Context: an optimization exercise on an open-source flow, tuned for small area, a short achievable clock period and few clock cycles. The choices shown serve that exercise and are no tape-out recipe.

== build 49 ==
==> flow/design.v <==
module dani_deframer (
    input  wire         clk,
    input  wire         rst,            
    input  wire         cfg_proto,      
    input  wire [3:0]   cfg_ctrl_hi,    
    input  wire [7:0]   cfg_sq_code,    
    input  wire [27:0]  cfg_rsplen,     
    input  wire         in_valid,
    input  wire [7:0]   in_data,
    output wire         in_ready,
    output wire         out_valid,
    input  wire         out_ready,
    output wire [4:0]   out_len,        
    output wire [143:0] out_frame,      
    output wire [15:0]  out_drops       
);
    localparam BUFN = 18;
    reg              proto_q;
    reg              pn_q;      
    localparam [8*BUFN-1:0] INV = {{(8*BUFN-24){1'b1}}, 24'd0};
    reg [8*BUFN-1:0] bufs_q;
    wire [8*BUFN-1:0] buf_q = bufs_q ^ INV;
    reg [4:0]        cnt_q;     
    reg              in_rdy_q;  
    reg [15:0]       drops_q;   
    reg              drop_q;    
    reg              taken_q;   
    reg              chk_q;     
    reg              ok_q;      
    reg              ov_q;      
    reg [4:0]        skip_q;    
    reg              sof0_q;    
    reg [BUFN-1:4]   omn_q;     
    reg              hd_drop;   
    reg              hd_cand;   
    reg [3:0]        hd_v;      
    reg  [BUFN-1:4]  hd_lt;     
    integer j;
    always @(*)
        for (j = 4; j < BUFN; j = j + 1)
            hd_lt[j] = pn_q ? ({1'b0, hd_v} >= j - 4) : ({1'b0, hd_v} >= j - 3);
    integer i;
    function [5:0] hdr_dec;     
        input [7:0] x0, x1, x2;
        input [1:0] p;
        reg         start, hdr, plaus;
        reg  [3:0]  n;
        begin
            if (!proto_q) begin
                start = (x0 == 8'hAA);
                hdr   = (p >= 2'd2);
                plaus = (x1[7:4] == cfg_ctrl_hi) && (x1[3:0] != 4'd0) && (x1[3:0] <= 4'd9);
                n     = x1[3:0];
            end else begin
                start = (x0[7:1] == 7'b1111101);
                hdr   = (p == 2'd3);
                plaus = 1'b1;
                n     = 4'd0;
                if (!x0[0]) begin
                    case (x2)
                        8'hF6: n = 4'd3;
                        8'hF3: n = 4'd1;
                        8'h83: n = 4'd2;
                        8'h9B: n = 4'd1;
                        8'h96: n = 4'd8;
                        8'h97: n = 4'd8;
                        default: begin
                            if (x2 != cfg_sq_code) plaus = 1'b0;
                        end
                    endcase
                end else begin
                    case (x2)
                        8'hF6: n = cfg_rsplen[3:0];
                        8'hF3: n = cfg_rsplen[7:4];
                        8'h83: n = cfg_rsplen[11:8];
                        8'h9B: n = cfg_rsplen[15:12];
                        8'h96: n = cfg_rsplen[19:16];
                        8'h97: n = cfg_rsplen[23:20];
                        default: n = (x2 == cfg_sq_code) ? cfg_rsplen[27:24] : 4'hF;
                    endcase
                    plaus = (n != 4'hF);
                end
            end
            hdr_dec = {((p != 2'd0) && !start) || (start && hdr && !plaus),
                       start && hdr && plaus, n};
        end
    endfunction
    wire [BUFN-1:0] lt_t = {hd_lt, 4'b1111};      
    reg  [BUFN-1:0] at_chk, at_eof;               
    reg  [7:0]      term [0:BUFN];
    reg  [7:0]      chk;
    reg             eof_ok;
    always @(*) begin
        chk    = 8'h00;
        eof_ok = 1'b0;
        for (i = 0; i < BUFN; i = i + 1) begin
            at_chk[i] = (i >= 3) && ({1'b0, hd_v} == i - 3);
            at_eof[i] = (i >= 4) && ({1'b0, hd_v} == i - 4);
            if (at_chk[i])
                chk = chk | buf_q[8*i +: 8];
            if (at_eof[i] && buf_q[8*i +: 8] == 8'h55)
                eof_ok = 1'b1;
            term[i] = lt_t[i] ? buf_q[8*i +: 8] : 8'h00;
        end
        term[0] = {1'b1, !pn_q, 1'b1, !pn_q, 1'b1, 1'b0, 1'b1, pn_q || buf_q[0]};
        if (pn_q) begin
            term[1] = 8'h00;
            term[3] = 8'h00;
        end
        term[BUFN] = ~{chk[6:0], 1'b0};
    end
    function [15:0] csa;        
        input [7:0] a, b, c;
        begin
            csa = {((a & b) | (a & c) | (b & c)) << 1, a ^ b ^ c};
        end
    endfunction
    wire [15:0] s1_0 = csa(term[0],  term[1],  term[2]);
    wire [15:0] s1_1 = csa(term[3],  term[4],  term[5]);
    wire [15:0] s1_2 = csa(term[6],  term[7],  term[8]);
    wire [15:0] s1_3 = csa(term[9],  term[10], term[11]);
    wire [15:0] s1_4 = csa(term[12], term[13], term[14]);
    wire [15:0] s1_5 = csa(term[15], term[16], term[17]);
    wire [15:0] s2_0 = csa(s1_0[7:0], s1_0[15:8], s1_1[7:0]);
    wire [15:0] s2_1 = csa(s1_1[15:8], s1_2[7:0], s1_2[15:8]);
    wire [15:0] s2_2 = csa(s1_3[7:0], s1_3[15:8], s1_4[7:0]);
    wire [15:0] s2_3 = csa(s1_4[15:8], s1_5[7:0], s1_5[15:8]);
    wire [15:0] s3_0 = csa(s2_0[7:0], s2_0[15:8], s2_1[7:0]);
    wire [15:0] s3_1 = csa(s2_1[15:8], s2_2[7:0], s2_2[15:8]);
    wire [15:0] s3_2 = csa(s2_3[7:0], s2_3[15:8], term[BUFN]);
    wire [15:0] s4_0 = csa(s3_0[7:0], s3_0[15:8], s3_1[7:0]);
    wire [15:0] s4_1 = csa(s3_1[15:8], s3_2[7:0], s3_2[15:8]);
    wire [15:0] s5_0 = csa(s4_0[7:0], s4_0[15:8], s4_1[7:0]);
    wire [15:0] s6_0 = csa(s5_0[7:0], s5_0[15:8], s4_1[15:8]);
    wire sum_ok = ((s6_0[7:0] ^ s6_0[15:8]) == 8'hFF);
    wire win_ok = sum_ok && (proto_q || (eof_ok && buf_q[31:27] == 5'd0));
    wire       fail_now = chk_q && !ok_q;
    assign     out_valid = (chk_q && ok_q) || ov_q;
    wire       skipping = (skip_q[4:1] != 4'd0) && !fail_now;
    wire [4:0] hd_t     = {1'b0, hd_v} + (proto_q ? 5'd4 : 5'd5);    
    wire       complete = (cnt_q >= hd_t);
    wire       check    = !skipping && hd_cand && complete;
    wire       rm_rdy   = skipping && out_valid;
    wire       rm_now   = skipping ? !out_valid : (hd_drop || (hd_cand && complete));
    wire       remove   = rm_now || (rm_rdy && out_ready);
    assign in_ready = in_rdy_q;
    wire [4:0] cnt_p1 = cnt_q + 5'd1;
    wire [4:0] cnt_m1 = cnt_q - 5'd1;
    wire   accept   = in_valid && in_rdy_q;
    wire [1:0] p0 = (cnt_q > 5'd2) ? 2'd3 : cnt_q[1:0];
    wire [1:0] p1 = (cnt_q > 5'd3) ? 2'd3 : (cnt_q == 5'd0) ? 2'd0 : cnt_q[1:0] - 2'd1;
    wire [5:0] dec0 = hdr_dec(buf_q[7:0],  buf_q[15:8],  buf_q[23:16], p0);
    wire [5:0] dec1 = hdr_dec(buf_q[15:8], buf_q[23:16], buf_q[31:24], p1);
    wire [5:0] dec  = (rm_now || rm_rdy) ? dec1 : dec0;
    reg [BUFN-1:0] ld_in, en;
    always @(*) begin
        for (i = 0; i < BUFN; i = i + 1) begin
            ld_in[i] = (i + 1 >= cnt_q);
            en[i]    = (rm_now || (i >= cnt_q)) || (rm_rdy && out_ready);
        end
    end
    assign out_frame[7:0] = {1'b1, proto_q, 1'b1, proto_q, 1'b1, 1'b0, 1'b1, sof0_q};
    genvar g;
    generate
        for (g = 1; g < 4; g = g + 1) begin : g_out_lo
            assign out_frame[8*g +: 8] = bufs_q[8*(g-1) +: 8];
        end
        for (g = 4; g < BUFN; g = g + 1) begin : g_out
            assign out_frame[8*g +: 8] = ~(bufs_q[8*(g-1) +: 8] | {8{omn_q[g]}});
        end
    endgenerate
    assign out_len   = skip_q;
    assign out_drops = drops_q;
    always @(posedge clk) begin
        proto_q  <= cfg_proto;
        pn_q     <= !cfg_proto;
        for (i = 0; i < BUFN; i = i + 1)
            if (en[i])
                bufs_q[8*i +: 8] <= ((ld_in[i] || i == BUFN - 1) ? in_data : buf_q[8*((i+1)%BUFN) +: 8]) ^ INV[8*i +: 8];
        hd_v  <= dec[3:0];
        if (!out_valid) omn_q <= ~hd_lt;
        if (check) sof0_q <= buf_q[0];
        if (rst) begin
            cnt_q     <= 5'd0;
            in_rdy_q  <= 1'b1;
            drops_q   <= 16'd0;
            drop_q    <= 1'b0;
            taken_q   <= 1'b0;
            skip_q    <= 5'd0;
            chk_q     <= 1'b0;
            ov_q      <= 1'b0;
            hd_drop   <= 1'b0;
            hd_cand   <= 1'b0;
        end else begin
            cnt_q    <= remove ? (accept ? cnt_q : cnt_m1) : (accept ? cnt_p1 : cnt_q);
            in_rdy_q <= !(((cnt_q == BUFN[4:0]) || (cnt_q == BUFN[4:0] - 5'd1 && accept)) && !remove);
            hd_drop <= dec[5];
            hd_cand <= dec[4];
            if (skipping) begin
                if (rm_now || out_ready) skip_q <= skip_q - 5'd1;
            end else if (check) begin
                skip_q <= hd_t;
            end else begin
                skip_q <= 5'd0;
            end
            chk_q <= check;
            ok_q  <= win_ok;
            drop_q <= !skipping && hd_drop;
            if (drop_q || fail_now) begin
                if (drops_q != 16'hFFFF) drops_q <= drops_q + 16'd1;
            end else if (taken_q) begin
                drops_q <= 16'd0;
            end
            taken_q <= out_valid && out_ready;
            ov_q    <= out_valid && !out_ready;
        end
    end
endmodule
==> flow/config.mk <==
export PLATFORM = sky130hd
export DESIGN_NAME = dani_deframer
export DESIGN_NICKNAME = dani_deframer
export VERILOG_FILES = /design/flow/design.v
export SDC_FILE = /design/flow/constraint.sdc
export NUM_CORES = 4
export LEC_CHECK = 0
export CAP_MARGIN = 20
export CELL_PAD_IN_SITES_DETAIL_PLACEMENT = 2
export CELL_PAD_IN_SITES_GLOBAL_PLACEMENT = 2
export CORE_MARGIN = 2
export CORE_UTILIZATION = 30
export CTS_CLUSTER_DIAMETER = 120
export CTS_CLUSTER_SIZE = 26
export PLACE_DENSITY = 0.5
export SLEW_MARGIN = 50
==> flow/constraint.sdc <==
create_clock -name core_clock -period 28.0 [get_ports {clk}]
set_input_delay 5.6000 -clock core_clock [delete_from_list [all_inputs] [get_ports {clk}]]
set_output_delay 5.6000 -clock core_clock [all_outputs]
set_load 0.01 [all_outputs]
standard.sh (not shown) runs the stock make flow with config.mk's settings and CLKGATE_MAP_FILE= SYNTH_SCRIPT=/design/flow/synth_recipe.tcl, a recipe that flattens the netlist after the stock synthesis.
==> flow/flow/run.sh <==
#!/bin/bash
# Standard layout, except that the port buffers are the small
# sky130_fd_sc_hd__buf_1 instead of the cell buffer_ports picks by itself.
set -euo pipefail
export BUFFER_PORTS_ARGS="-buffer_cell sky130_fd_sc_hd__buf_1"
bash standard.sh > standard.log 2>&1
[inputs] trial 85 vs build 49
-- flow/design.v --
<<< build 49, line 9
    input  wire [7:0]   in_data,
    output wire         in_ready,
    output wire         out_valid,
    input  wire         out_ready,
    output wire [4:0]   out_len,        
>>> trial 85, line 9
    input  wire [7:0]   in_data,
    output wire         in_ready,
    output reg          out_valid,
    input  wire         out_ready,
    output wire [4:0]   out_len,        
<<< build 49, line 26
    reg              drop_q;    
    reg              taken_q;   
    reg              chk_q;     
    reg              ok_q;      
    reg              ov_q;      
    reg [4:0]        skip_q;    
    reg              sof0_q;    
    reg [BUFN-1:4]   omn_q;     
    reg              hd_drop;   
    reg              hd_cand;   
>>> trial 85, line 26
    reg              drop_q;    
    reg              taken_q;   
    reg [4:0]        skip_q;    
    reg              sof0_q;    
    reg              hd_drop;   
    reg              hd_cand;   
<<< build 49, line 135
    wire sum_ok = ((s6_0[7:0] ^ s6_0[15:8]) == 8'hFF);
    wire win_ok = sum_ok && (proto_q || (eof_ok && buf_q[31:27] == 5'd0));
    wire       fail_now = chk_q && !ok_q;
    assign     out_valid = (chk_q && ok_q) || ov_q;
    wire       skipping = (skip_q[4:1] != 4'd0) && !fail_now;
    wire [4:0] hd_t     = {1'b0, hd_v} + (proto_q ? 5'd4 : 5'd5);    
    wire       complete = (cnt_q >= hd_t);
    wire       check    = !skipping && hd_cand && complete;
    wire       rm_rdy   = skipping && out_valid;
    wire       rm_now   = skipping ? !out_valid : (hd_drop || (hd_cand && complete));
    wire       remove   = rm_now || (rm_rdy && out_ready);
    assign in_ready = in_rdy_q;
    wire [4:0] cnt_p1 = cnt_q + 5'd1;
    wire [4:0] cnt_m1 = cnt_q - 5'd1;
    wire   accept   = in_valid && in_rdy_q;
    wire [1:0] p0 = (cnt_q > 5'd2) ? 2'd3 : cnt_q[1:0];
>>> trial 85, line 131
    wire sum_ok = ((s6_0[7:0] ^ s6_0[15:8]) == 8'hFF);
    wire win_ok = sum_ok && (proto_q || (eof_ok && buf_q[31:27] == 5'd0));
    wire       skipping = (skip_q[4:1] != 4'd0);
    wire [4:0] hd_t     = {1'b0, hd_v} + (proto_q ? 5'd4 : 5'd5);    
    wire       complete = (cnt_q >= hd_t);
    wire       check    = !skipping && hd_cand && complete;
    wire       do_emit  = check && win_ok;
    wire       do_drop  = (!skipping && hd_drop) || (check && !win_ok);
    wire       rm_rdy   = skipping && out_valid;
    wire       rm_now   = skipping ? !out_valid : (hd_drop || (hd_cand && complete));
    wire       remove   = rm_now || (rm_rdy && out_ready);
    assign in_ready = in_rdy_q;
    wire   accept   = in_valid && in_rdy_q;
    wire [1:0] p0 = (cnt_q > 5'd2) ? 2'd3 : cnt_q[1:0];
<<< build 49, line 167
        end
        for (g = 4; g < BUFN; g = g + 1) begin : g_out
            assign out_frame[8*g +: 8] = ~(bufs_q[8*(g-1) +: 8] | {8{omn_q[g]}});
        end
    endgenerate
>>> trial 85, line 161
        end
        for (g = 4; g < BUFN; g = g + 1) begin : g_out
            assign out_frame[8*g +: 8] = (g < skip_q) ? ~bufs_q[8*(g-1) +: 8] : 8'h00;
        end
    endgenerate
<<< build 49, line 179
                bufs_q[8*i +: 8] <= ((ld_in[i] || i == BUFN - 1) ? in_data : buf_q[8*((i+1)%BUFN) +: 8]) ^ INV[8*i +: 8];
        hd_v  <= dec[3:0];
        if (!out_valid) omn_q <= ~hd_lt;
        if (check) sof0_q <= buf_q[0];
        if (rst) begin
            cnt_q     <= 5'd0;
>>> trial 85, line 173
                bufs_q[8*i +: 8] <= ((ld_in[i] || i == BUFN - 1) ? in_data : buf_q[8*((i+1)%BUFN) +: 8]) ^ INV[8*i +: 8];
        hd_v  <= dec[3:0];
        if (do_emit) sof0_q <= buf_q[0];
        if (rst) begin
            cnt_q     <= 5'd0;
<<< build 49, line 188
            taken_q   <= 1'b0;
            skip_q    <= 5'd0;
            chk_q     <= 1'b0;
            ov_q      <= 1'b0;
            hd_drop   <= 1'b0;
            hd_cand   <= 1'b0;
        end else begin
            cnt_q    <= remove ? (accept ? cnt_q : cnt_m1) : (accept ? cnt_p1 : cnt_q);
            in_rdy_q <= !(((cnt_q == BUFN[4:0]) || (cnt_q == BUFN[4:0] - 5'd1 && accept)) && !remove);
            hd_drop <= dec[5];
>>> trial 85, line 181
            taken_q   <= 1'b0;
            skip_q    <= 5'd0;
            out_valid <= 1'b0;
            hd_drop   <= 1'b0;
            hd_cand   <= 1'b0;
        end else begin
            cnt_q    <= cnt_q + {{4{remove && !accept}}, remove ^ accept};
            in_rdy_q <= !(((cnt_q == BUFN[4:0]) || (cnt_q == BUFN[4:0] - 5'd1 && accept)) && !remove);
            hd_drop <= dec[5];
<<< build 49, line 199
            if (skipping) begin
                if (rm_now || out_ready) skip_q <= skip_q - 5'd1;
            end else if (check) begin
                skip_q <= hd_t;
            end else begin
                skip_q <= 5'd0;
            end
            chk_q <= check;
            ok_q  <= win_ok;
            drop_q <= !skipping && hd_drop;
            if (drop_q || fail_now) begin
                if (drops_q != 16'hFFFF) drops_q <= drops_q + 16'd1;
            end else if (taken_q) begin
>>> trial 85, line 191
            if (skipping) begin
                if (rm_now || out_ready) skip_q <= skip_q - 5'd1;
            end else if (do_emit) begin
                skip_q <= hd_t;
            end
            drop_q <= do_drop;
            if (drop_q) begin
                if (drops_q != 16'hFFFF) drops_q <= drops_q + 16'd1;
            end else if (taken_q) begin
<<< build 49, line 213
            end
            taken_q <= out_valid && out_ready;
            ov_q    <= out_valid && !out_ready;
        end
    end
>>> trial 85, line 201
            end
            taken_q <= out_valid && out_ready;
            if (do_emit)
                out_valid <= 1'b1;
            else if (out_ready)
                out_valid <= 1'b0;
        end
    end
### Flow results
Trial 85: vertical extent of the die is 3.2 um lower than what build 49 reported.
Largest net degree at the start of global routing in trial 85 vs build 49: up 27%
Setup slack: trial 85 less than build 49
Global-route usage ended up 1.1 points higher on trial 85 than on build 49.
Area enclosed by the die boundary, build 49 and trial 85, higher one = build 49.
Sort build 49 and trial 85 by global placement routability congestion desc -> top: build 49
Trial 85 vs build 49: hold slack down in trial 85
Compared with build 49, trial 85 shows a higher fraction of area in multi-input gates.
Looking at build 49 and trial 85, the proportion of final cell area spent on non-clock buffers is a wash.
Row final cell count: trial 85 lower / build 49 higher
No functional check of the RTL was part of any run of this note.

[port drivers added, routing unchanged]
The results above use ideal ports. As a check the final layouts listed here were re-extracted and re-timed, cells and wires unchanged. Step 1 (the two cells are an assumption about what drives the block):
set clk [get_ports {clk}]
set_driving_cell -lib_cell sky130_fd_sc_hd__clkbuf_16 $clk
set_driving_cell -lib_cell sky130_fd_sc_hd__buf_2 [delete_from_list [all_inputs] $clk]
Step 2 moves the port delays by t, midway between the first and last clock arrival at a register: inputs arrive t later, outputs are due t later. That takes back most of the time a late clock gives input paths. Slacks: ideal / step 1 / step 2; pairs: ideal / step 1.
run	shift t [ns]	setup WS [ns]	hold WS [ns]
build 49	0.565	20.492 / 20.524 / 19.959	0.531 / 0.531 / 0.531
trial 85	0.560	20.007 / 20.007 / 19.769	0.472 / 0.472 / 0.472
After both steps setup and hold are still met in every run listed. For build 49, which loses most, drivers alone change the setup slack by +0.032 ns; drivers and shift together by -0.533 ns.
